What follows belongs to an exercise in optimizing a design on an open flow for small area, a short achievable clock period and few clock cycles per item; a production flow would make more cautious choices.

Design thermal_quant, start of the top module:
module thermal_quant (
    input  wire        clk,
    input  wire        rst,           
    input  wire        in_valid,
    output wire        in_ready,
    input  wire        in_op,         
    input  wire [31:0] in_data,       
    output wire        out_valid,
    input  wire        out_ready,
    output wire [31:0] out_data,      
    output wire        out_nan        
);
    reg        skd_valid, cmd_valid, rsp_valid;
    reg [32:0] skd, cmd;              
    reg [30:0] rsp_data;
    reg        rsp_nan;
    wire [8:0]  enc_word;
    wire        enc_nan;
    wire [30:0] dec_temp;
    thermal_q_enc u_enc (
        .temp (cmd[31:0]),
        .word (enc_word),
        .nan  (enc_nan)
    );
    thermal_q_dec u_dec (
        .word (cmd[15:0]),
        .temp (dec_temp)
    );
    assign in_ready = !skd_valid;
    wire   accept   = in_valid && !skd_valid;
    wire   ld_rsp   = !rsp_valid || out_ready;
    wire   ld_cmd   = !cmd_valid || ld_rsp;
    always @(posedge clk) begin
        if (rst) begin
            skd_valid <= 1'b0;
            cmd_valid <= 1'b0;
            rsp_valid <= 1'b0;
        end else begin
            if (ld_rsp)
                rsp_valid <= cmd_valid;
            if (ld_cmd)
                cmd_valid <= skd_valid || accept;
            skd_valid <= ld_cmd ? 1'b0 : (skd_valid || accept);
        end
    end
    always @(posedge clk) begin
        if (!skd_valid)
            skd <= {in_op, in_data};
        if (ld_cmd)
            cmd <= skd_valid ? skd : {in_op, in_data};
        if (ld_rsp) begin
  ...
Size in the first run: ~540 cells after synthesis, roughly 0.0054 sq mm of cells after synthesis.
export LEC_CHECK = 0
export ABC_AREA = 1
export CAP_MARGIN = 20
export CORE_MARGIN = 2
export CORE_UTILIZATION = 40
export CTS_BUF_LIST = sky130_fd_sc_hd__clkbuf_8
export SLEW_MARGIN = 20
create_clock -name core_clock -period 45.0 [get_ports {clk}]
standard.sh (not shown) runs the stock make flow with config.mk's settings and CLKGATE_MAP_FILE= SYNTH_SCRIPT=/design/flow/synth_recipe.tcl, a recipe that flattens the netlist after the stock synthesis.
==> flow/flow/run.sh <==
#!/bin/bash
# Layout flow: the standard synthesis, the same synthesis with an area-oriented
# ABC script (used when its registers match the standard synthesis's exactly),
# then the standard layout with plain buf_1 buffers on the ports.
set -euo pipefail
W=$PWD
R=results/sky130hd/thermal_quant/base

# 1. The standard synthesis: the reference for the registers.
bash standard.sh "WORK_HOME=$W/orfs_ref" synth > synth_ref.log 2>&1

# 2. The same synthesis with flow/area.abc as ABC's script.
NET=$W/orfs_ref/$R/1_2_yosys.v
if MY_ABC_SCRIPT=$W/flow/area.abc bash standard.sh "WORK_HOME=$W/orfs_area" \
     "SYNTH_SCRIPT=$W/flow/synth.tcl" synth > synth_area.log 2>&1; then
  regs() { grep -oE '^ *sky130_fd_sc_hd__[a-z0-9_]*df[a-z0-9_]* [^ ]+' "$1" | sed 's/^ *//; s/_[0-9]* / /' | sort; }
  regs "$NET" > regs_ref.txt
  regs "$W/orfs_area/$R/1_2_yosys.v" > regs_area.txt
  if cmp -s regs_ref.txt regs_area.txt && [ -s regs_ref.txt ]; then
    NET=$W/orfs_area/$R/1_2_yosys.v
  fi
fi
echo "netlist: $NET" > netlist_used.txt

# 3. The standard layout of that netlist.
bash standard.sh "SYNTH_NETLIST_FILES=$NET" \
  "BUFFER_PORTS_ARGS=-buffer_cell sky130_fd_sc_hd__buf_1" finish > layout.log 2>&1
==> flow/flow/area.abc <==
strash
&get -n
&deepsyn -T 60
&put
strash
&get -n
&dch -f
&nf -p -R 1000
&put
==> flow/flow/synth.tcl <==
# The standard synthesis script (synth_recipe.tcl), with ABC's mapping script
# replaced by flow/area.abc (an area-oriented mapping).
proc synth {args} { yosys synth -nofsm -noshare {*}$args }
proc abc {args} {
  set i [lsearch -exact $args -script]
  if {$i >= 0} { lset args [expr {$i + 1}] $::env(MY_ABC_SCRIPT) }
  yosys abc {*}$args
}
source $::env(SCRIPTS_DIR)/synth.tcl
# left out here: clear keep_hierarchy, flatten, clean up, hide names made inside functions, write 1_2_yosys.v
The first run went through all stages and came out clean.
Then changed:
--- a/flow/config.mk
+++ b/flow/config.mk
@@ -12 +12 @@
-export CTS_BUF_LIST = sky130_fd_sc_hd__clkbuf_8
+export CTS_CLUSTER_SIZE = 40
What happened: The new run ran to the end with no violations. Clock skew hardly moves. Setup slack loses 0.036 ns. Via count decreases slightly. Final cell count stays the same. Count of clock-buffer cells in the layout grows by 2. Global-route usage stays flat. Die area stays the same. Synthesized area does not change. Synthesized cell count is unchanged. Routed wire length stays flat. Hold slack degrades by 0.0060 ns.
Function was not checked in any run of this note: the RTL went through the layout flow alone.

## afterwards: timing with drivers on the ports
No port has a modelled driver above. Below, the same layouts with a new extraction and two added sets of constraints. Step 1 assumes that a clkbuf_16 drives the clock port and a buf_2 every other input. Step 2 adds t to the input delays and takes it off the output delays; t is the mean of the earliest and latest rising clock arrival at the registers after step 1. Input paths then give back, and output paths get back, about the clock's delay inside the block. Slacks: no drivers / after step 1 / after step 2; pairs: no drivers / after step 1.
run	t, ns	setup WS [ns]	worst setup path after step 2	latest minus earliest clock arrival (ns)
the first run	0.414	34.680 / 34.689 / 34.275	input to register	0.010 / 0.009
the second run	0.383	34.644 / 34.660 / 34.277	input to register	0.009 / 0.008
After both steps every run listed still meets setup and hold. For the first run, which loses most, drivers alone change the setup slack by +0.009 ns; drivers and shift together by -0.405 ns.
